This is an optimization exercise on Yosys and OpenROAD, whose aim is small area, not a production implementation.
Function was checked by simulation only, so behaviour that the tests miss may differ from the original.

== the baseline ==
Design sht20_codec, start of the top module:
module sht20_codec (
    input  wire        clk,
    input  wire        rst,
    input  wire        in_valid,
    input  wire [2:0]  op,
    input  wire [7:0]  a,
    input  wire [7:0]  b,
    output wire        out_valid,
    output wire        err,
    output wire [15:0] raw_masked,
    output wire [31:0] val0,
    output wire [31:0] val1,
    output wire [7:0]  ureg_out,
    output wire        otp_dis,
    output wire        htr_en,
    output wire        eob,
    output wire        res_valid,
    output wire [1:0]  res
);
    wire [1:0] cls = (op == 3'd0) ? 2'd0 :
                     (op == 3'd1) ? 2'd1 :
                     (op[2] & op[1]) ? 2'd3 : 2'd2;
    reg [7:0] u;
    always @(*) begin
        case (op)
            3'd3: u = (a & 8'h7E) | {b[1], 6'b000000, b[0]};
            3'd4: u = (a & 8'hFB) | {5'b00000, b[0], 2'b00};
            3'd5: u = (a & 8'hBF) | {1'b0, b[0], 6'b000000};
            default: u = a;
        endcase
    end
    wire [13:0] dat = op[2] | op[1] ? {6'd0, u} : {a, b[7:2]};
    reg        r1_valid;
    reg [1:0]  r1_cls;
    reg [13:0] r1_datn;      
    always @(posedge clk) begin
        r1_valid <= ~rst & in_valid;
        r1_cls   <= cls;
        r1_datn  <= ~dat;
    end
    wire [13:0] r1_dat = ~r1_datn;
    wire [29:0] c_v;
    sht20_cconv u_c (.n(r1_dat), .rh(r1_cls[0]), .v(c_v));
    reg        r2_valid;
    reg [1:0]  r2_cls;
    reg [13:0] r2_datn;      
    reg [29:0] r2_vn;
    always @(posedge clk) begin
  ...
export LEC_CHECK = 0
export ABC_AREA = 1
export CAP_MARGIN = 20
export CORE_MARGIN = 2
export CORE_UTILIZATION = 40
export CTS_BUF_LIST = sky130_fd_sc_hd__clkbuf_8
export CTS_CLUSTER_DIAMETER = 60
export CTS_CLUSTER_SIZE = 16
export SLEW_MARGIN = 20
create_clock -name core_clock -period 60.0 [get_ports {clk}]
standard.sh (not shown) runs the stock make flow with config.mk's settings and CLKGATE_MAP_FILE= SYNTH_SCRIPT=/design/flow/synth_recipe.tcl, a recipe that flattens the netlist after the stock synthesis.
==> flow/flow/run.sh <==
#!/bin/bash
# The standard layout (standard.sh), with these changes:
#  - synthesis: yosys maps its carry-lookahead cells ($lcu) to ripple carries
#    (flow/lcu_ripple.v) instead of ORFS's Kogge-Stone map, and abc maps the
#    logic with flow/abc_area.script (area-oriented mapping, repeated with
#    don't-care optimisation) instead of ORFS's abc_area.script.  Otherwise
#    synthesis is the standard flow's synth_recipe.tcl and ORFS's synth.tcl unchanged
#    (fsm and share passes skipped, design flattened, nets renamed), so the
#    registers are the standard synthesis's;
#  - the cells listed in flow/dont_use.txt are added to the platform's
#    don't-use list (half-adder cells and large drive strengths), for the
#    whole flow;
#  - the input and output port buffers are the smallest buffer cell;
#  - clock tree synthesis with config.mk's clustering and buffer settings,
#    without dummy load cells on the clock tree's leaves.
# All tool output goes to standard.log in this folder.
set -o pipefail
W=$PWD
export SYNTH_OPERATIONS_ARGS="-extra-map $W/flow/lcu_ripple.v"
export BUFFER_PORTS_ARGS="-buffer_cell sky130_fd_sc_hd__buf_1"
export CTS_ARGS="-sink_clustering_enable -repair_clock_nets -sink_clustering_size 16 -sink_clustering_max_diameter 60 -buf_list sky130_fd_sc_hd__clkbuf_8 -dont_use_dummy_load"
{
  echo "include $W/config.mk"
  echo "export DONT_USE_CELLS += $(cat flow/dont_use.txt)"
} > flow_config.mk
sed "s#\$::env(SCRIPTS_DIR)/abc_area.script#$W/flow/abc_area.script#" \
    "$FLOW_HOME/scripts/synth_preamble.tcl" > flow_synth_preamble.tcl
sed "s#source \$::env(SCRIPTS_DIR)/synth_preamble.tcl#source $W/flow_synth_preamble.tcl#" \
    "$FLOW_HOME/scripts/synth.tcl" > flow_synth.tcl
sed "s#source \$::env(SCRIPTS_DIR)/synth.tcl#source $W/flow_synth.tcl#" \
    synth_recipe.tcl > flow_synth_recipe.tcl
sed -e "s#DESIGN_CONFIG=[^ ]*#DESIGN_CONFIG=$W/flow_config.mk#g" \
    -e "s#SYNTH_SCRIPT=[^ ]*#SYNTH_SCRIPT=$W/flow_synth_recipe.tcl#g" standard.sh > flow_standard.sh
grep -q "flow/abc_area.script" flow_synth_preamble.tcl || { echo "preamble edit failed"; exit 1; }
grep -q "flow_synth_preamble.tcl" flow_synth.tcl || { echo "synth edit failed"; exit 1; }
grep -q "flow_synth.tcl" flow_synth_recipe.tcl || { echo "synth_recipe edit failed"; exit 1; }
bash flow_standard.sh > standard.log 2>&1
Other scripts of this flow, unchanged in this note and not shown: flow/flow/abc_area.script, flow/flow/dont_use.txt, flow/flow/lcu_ripple.v
For the baseline, the flow was terminated by a tool error in 1_2_yosys and produced no final design.
> inputs changed (the baseline -> the candidate)
--- a/flow/flow/run.sh
+++ b/flow/flow/run.sh
@@ -10,5 +10,5 @@
 #  - the cells listed in flow/dont_use.txt are added to the platform's
 #    don't-use list (half-adder cells and large drive strengths), for the
-#    whole flow;
+#    whole flow, and the buffers yosys puts on pass-through wires are buf_1;
 #  - the input and output port buffers are the smallest buffer cell;
 #  - clock tree synthesis with config.mk's clustering and buffer settings,
@@ -23,4 +23,6 @@
   echo "include $W/config.mk"
   echo "export DONT_USE_CELLS += $(cat flow/dont_use.txt)"
+  echo "override MIN_BUF_CELL_AND_PORTS = sky130_fd_sc_hd__buf_1 A X"
+  echo "export MIN_BUF_CELL_AND_PORTS"
 } > flow_config.mk
 sed "s#\$::env(SCRIPTS_DIR)/abc_area.script#$W/flow/abc_area.script#" \
[summary]
Every stage of the flow completed for the candidate, and the final layout passed the timing, design-rule and antenna checks.

---

sht20_codec again, from the RTL that the note above started with.
export LEC_CHECK = 0
export ABC_AREA = 1
export CAP_MARGIN = 20
export CORE_MARGIN = 2
export CORE_UTILIZATION = 40
export CTS_BUF_LIST = sky130_fd_sc_hd__clkbuf_8
export CTS_CLUSTER_DIAMETER = 60
export CTS_CLUSTER_SIZE = 16
export SLEW_MARGIN = 20
create_clock -name core_clock -period 60.0 [get_ports {clk}]
==> flow/flow/run.sh <==
#!/bin/bash
# The standard layout (standard.sh), with these changes:
#  - synthesis: yosys maps its carry-lookahead cells ($lcu) to ripple carries
#    (flow/lcu_ripple.v) instead of ORFS's Kogge-Stone map, and abc maps the
#    logic with flow/abc_area.script (area-oriented mapping, repeated with
#    don't-care optimisation) instead of ORFS's abc_area.script.  Otherwise
#    synthesis is the standard flow's synth_recipe.tcl and ORFS's synth.tcl unchanged
#    (fsm and share passes skipped, design flattened, nets renamed), so the
#    registers are the standard synthesis's;
#  - the cells listed in flow/dont_use.txt are added to the platform's
#    don't-use list (half-adder cells and large drive strengths), for the
#    whole flow;
#  - the input and output port buffers are the smallest buffer cell;
#  - clock tree synthesis with config.mk's clustering and buffer settings,
#    without dummy load cells on the clock tree's leaves.
# All tool output goes to standard.log in this folder.
set -o pipefail
W=$PWD
export SYNTH_OPERATIONS_ARGS="-extra-map $W/flow/lcu_ripple.v"
export BUFFER_PORTS_ARGS="-buffer_cell sky130_fd_sc_hd__buf_1"
export CTS_ARGS="-sink_clustering_enable -repair_clock_nets -sink_clustering_size 16 -sink_clustering_max_diameter 60 -buf_list sky130_fd_sc_hd__clkbuf_8 -dont_use_dummy_load"
{
  echo "include $W/config.mk"
  echo "export DONT_USE_CELLS += $(cat flow/dont_use.txt)"
} > flow_config.mk
sed "s#\$::env(SCRIPTS_DIR)/abc_area.script#$W/flow/abc_area.script#" \
    "$FLOW_HOME/scripts/synth_preamble.tcl" > flow_synth_preamble.tcl
sed "s#source \$::env(SCRIPTS_DIR)/synth_preamble.tcl#source $W/flow_synth_preamble.tcl#" \
    "$FLOW_HOME/scripts/synth.tcl" > flow_synth.tcl
sed "s#source \$::env(SCRIPTS_DIR)/synth.tcl#source $W/flow_synth.tcl#" \
    synth_recipe.tcl > flow_synth_recipe.tcl
sed -e "s#DESIGN_CONFIG=[^ ]*#DESIGN_CONFIG=$W/flow_config.mk#g" \
    -e "s#SYNTH_SCRIPT=[^ ]*#SYNTH_SCRIPT=$W/flow_synth_recipe.tcl#g" standard.sh > flow_standard.sh
grep -q "flow/abc_area.script" flow_synth_preamble.tcl || { echo "preamble edit failed"; exit 1; }
grep -q "flow_synth_preamble.tcl" flow_synth.tcl || { echo "synth edit failed"; exit 1; }
grep -q "flow_synth.tcl" flow_synth_recipe.tcl || { echo "synth_recipe edit failed"; exit 1; }
bash flow_standard.sh > standard.log 2>&1
==> flow/flow/abc_area.script <==
strash
dch
map -a
mfs2
strash
dch
map -a
mfs2
strash
dch
map -a
mfs2
strash
dch
map -a
topo
dnsize -c
Other scripts of this flow, unchanged in this note and not shown: flow/flow/dont_use.txt, flow/flow/lcu_ripple.v
Then changed:
--- a/flow/flow/run.sh
+++ b/flow/flow/run.sh
@@ -13,3 +13 @@
-#  - the input and output port buffers are the smallest buffer cell;
-#  - clock tree synthesis with config.mk's clustering and buffer settings,
-#    without dummy load cells on the clock tree's leaves.
+#  - the input and output port buffers are the smallest buffer cell.
@@ -21 +18,0 @@
-export CTS_ARGS="-sink_clustering_enable -repair_clock_nets -sink_clustering_size 16 -sink_clustering_max_diameter 60 -buf_list sky130_fd_sc_hd__clkbuf_8 -dont_use_dummy_load"
- CORE_UTILIZATION: 40 -> 60
- GPL_TIMING_DRIVEN: unset -> 0
The new run produced a clean layout.
Final area barely changes.
Core utilization came out higher by 22 points.
Routed wire length decreases by 4.7%.
Die area goes down by 33%.
Via count is higher by 2.3%.
Global-route usage climbs by 9.7 points.
Hold slack loses 0.044 ns.
Then changed:
==> flow/flow/run.sh (replaced) <==
#!/bin/bash
# The standard layout (standard.sh), with these changes:
#  - yosys maps its carry-lookahead cells ($lcu) to ripple carries
#    (flow/lcu_ripple.v) instead of ORFS's Kogge-Stone map, so adders are small;
#  - the cells listed in flow/dont_use.txt are added to the platform's
#    don't-use list (half-adder cells and large drive strengths), for the
#    whole flow; the registers and everything else are as standard;
#  - the input and output port buffers are the smallest buffer cell.
# All tool output goes to standard.log in this folder.
set -o pipefail
export SYNTH_OPERATIONS_ARGS="-extra-map $PWD/flow/lcu_ripple.v"
export BUFFER_PORTS_ARGS="-buffer_cell sky130_fd_sc_hd__buf_1"
{
  echo "include $PWD/config.mk"
  echo "export DONT_USE_CELLS += $(cat flow/dont_use.txt)"
} > flow_config.mk
sed "s#DESIGN_CONFIG=[^ ]*#DESIGN_CONFIG=$PWD/flow_config.mk#g" standard.sh > flow_standard.sh
bash flow_standard.sh > standard.log 2>&1
- CORE_UTILIZATION: 60 -> 40
- CTS_CLUSTER_DIAMETER: 60 -> 150
- CTS_CLUSTER_SIZE: 16 -> 32
- GPL_TIMING_DRIVEN: 0 -> unset
removed: flow/flow/abc_area.script
Synthesized area is higher by 7.4%.
Design area is higher by 5.7%.
Fmax is higher by 9.9%.
Global-route usage is lower by 10 points.
Sequential share of layout area is lower by 0.47 points.
Routed wire length is higher by 12%.
Then changed:
==> flow/flow/run.sh (replaced) <==
#!/bin/bash
# The standard layout (standard.sh), with these changes:
#  - synthesis: yosys maps its carry-lookahead cells ($lcu) to ripple carries
#    (flow/lcu_ripple.v) instead of ORFS's Kogge-Stone map, and abc maps the
#    logic with flow/abc_area.script (area-oriented mapping, repeated with
#    don't-care optimisation) instead of ORFS's abc_area.script.  Otherwise
#    synthesis is the standard flow's synth_recipe.tcl and ORFS's synth.tcl unchanged
#    (fsm and share passes skipped, design flattened, nets renamed), so the
#    registers are the standard synthesis's;
#  - the cells listed in flow/dont_use.txt are added to the platform's
#    don't-use list (half-adder cells and large drive strengths), for the
#    whole flow;
#  - the input and output port buffers are the smallest buffer cell.
# All tool output goes to standard.log in this folder.
set -o pipefail
W=$PWD
export SYNTH_OPERATIONS_ARGS="-extra-map $W/flow/lcu_ripple.v"
export BUFFER_PORTS_ARGS="-buffer_cell sky130_fd_sc_hd__buf_1"
{
  echo "include $W/config.mk"
  echo "export DONT_USE_CELLS += $(cat flow/dont_use.txt)"
} > flow_config.mk
sed "s#\$::env(SCRIPTS_DIR)/abc_area.script#$W/flow/abc_area.script#" \
    "$FLOW_HOME/scripts/synth_preamble.tcl" > flow_synth_preamble.tcl
sed "s#source \$::env(SCRIPTS_DIR)/synth_preamble.tcl#source $W/flow_synth_preamble.tcl#" \
    "$FLOW_HOME/scripts/synth.tcl" > flow_synth.tcl
sed "s#source \$::env(SCRIPTS_DIR)/synth.tcl#source $W/flow_synth.tcl#" \
    synth_recipe.tcl > flow_synth_recipe.tcl
sed -e "s#DESIGN_CONFIG=[^ ]*#DESIGN_CONFIG=$W/flow_config.mk#g" \
    -e "s#SYNTH_SCRIPT=[^ ]*#SYNTH_SCRIPT=$W/flow_synth_recipe.tcl#g" standard.sh > flow_standard.sh
grep -q "flow/abc_area.script" flow_synth_preamble.tcl || { echo "preamble edit failed"; exit 1; }
grep -q "flow_synth_preamble.tcl" flow_synth.tcl || { echo "synth edit failed"; exit 1; }
grep -q "flow_synth.tcl" flow_synth_recipe.tcl || { echo "synth_recipe edit failed"; exit 1; }
bash flow_standard.sh > standard.log 2>&1
==> flow/flow/abc_area.script (new file) <==
strash
dch
map -a
mfs2
strash
dch
map -a
mfs2
strash
dch
map -a
mfs2
strash
dch
map -a
topo
dnsize -c
- CAP_MARGIN: 20 -> 0
- CTS_CLUSTER_DIAMETER: 150 -> 60
- CTS_CLUSTER_SIZE: 32 -> 16
- GPL_TIMING_DRIVEN: unset -> 0
- SLEW_MARGIN: 20 -> 0
=>
- via count shrinks by 6.1%
- flip-flop and latch count is unchanged
- non-clock buffer count grows by 3
- global-route usage grows by 0.11 points
- cell area shrinks by 3.8%
- count of clock-buffer cells in the layout shrinks by 1
- cell count shrinks by 7.2%
- wire length shrinks by 6.6%
- synthesized cell count shrinks by 12%

-- port drivers added, routing unchanged --
No port has a modelled driver above. Below, the same layouts with a new extraction and two added sets of constraints. Step 1: set_driving_cell puts a clkbuf_16 on clk and a buf_2 on each other input, an assumption about the parent block. Step 2 adds t to the input delays and takes it off the output delays; t is the mean of the earliest and latest rising clock arrival at the registers after step 1. Input paths then give back, and output paths get back, about the clock's delay inside the block. a / b / c = no drivers / after step 1 / after step 2; a / b = the first two.
| run | t (ns) | setup slack, ns | slew at the worst register clock pin (ns) | worst slew at a driven data input, ns |
|---|---|---|---|---|
| the candidate | 0.392 | 6.792 / 6.755 / 7.147 | 0.08 / 0.08 | 0.03 |
| the first run of note 2 | 0.395 | 8.884 / 8.843 / 9.238 | 0.08 / 0.08 | 0.04 |
| the second run of note 2 | 0.386 | 6.973 / 6.932 / 7.317 | 0.08 / 0.08 | 0.04 |
| the third run of note 2 | 0.416 | 11.736 / 11.688 / 12.104 | 0.09 / 0.09 | 0.04 |
| the fourth run of note 2 | 0.401 | 7.350 / 7.308 / 7.710 | 0.09 / 0.09 | 0.04 |
After both steps setup and hold are still met in every run listed.
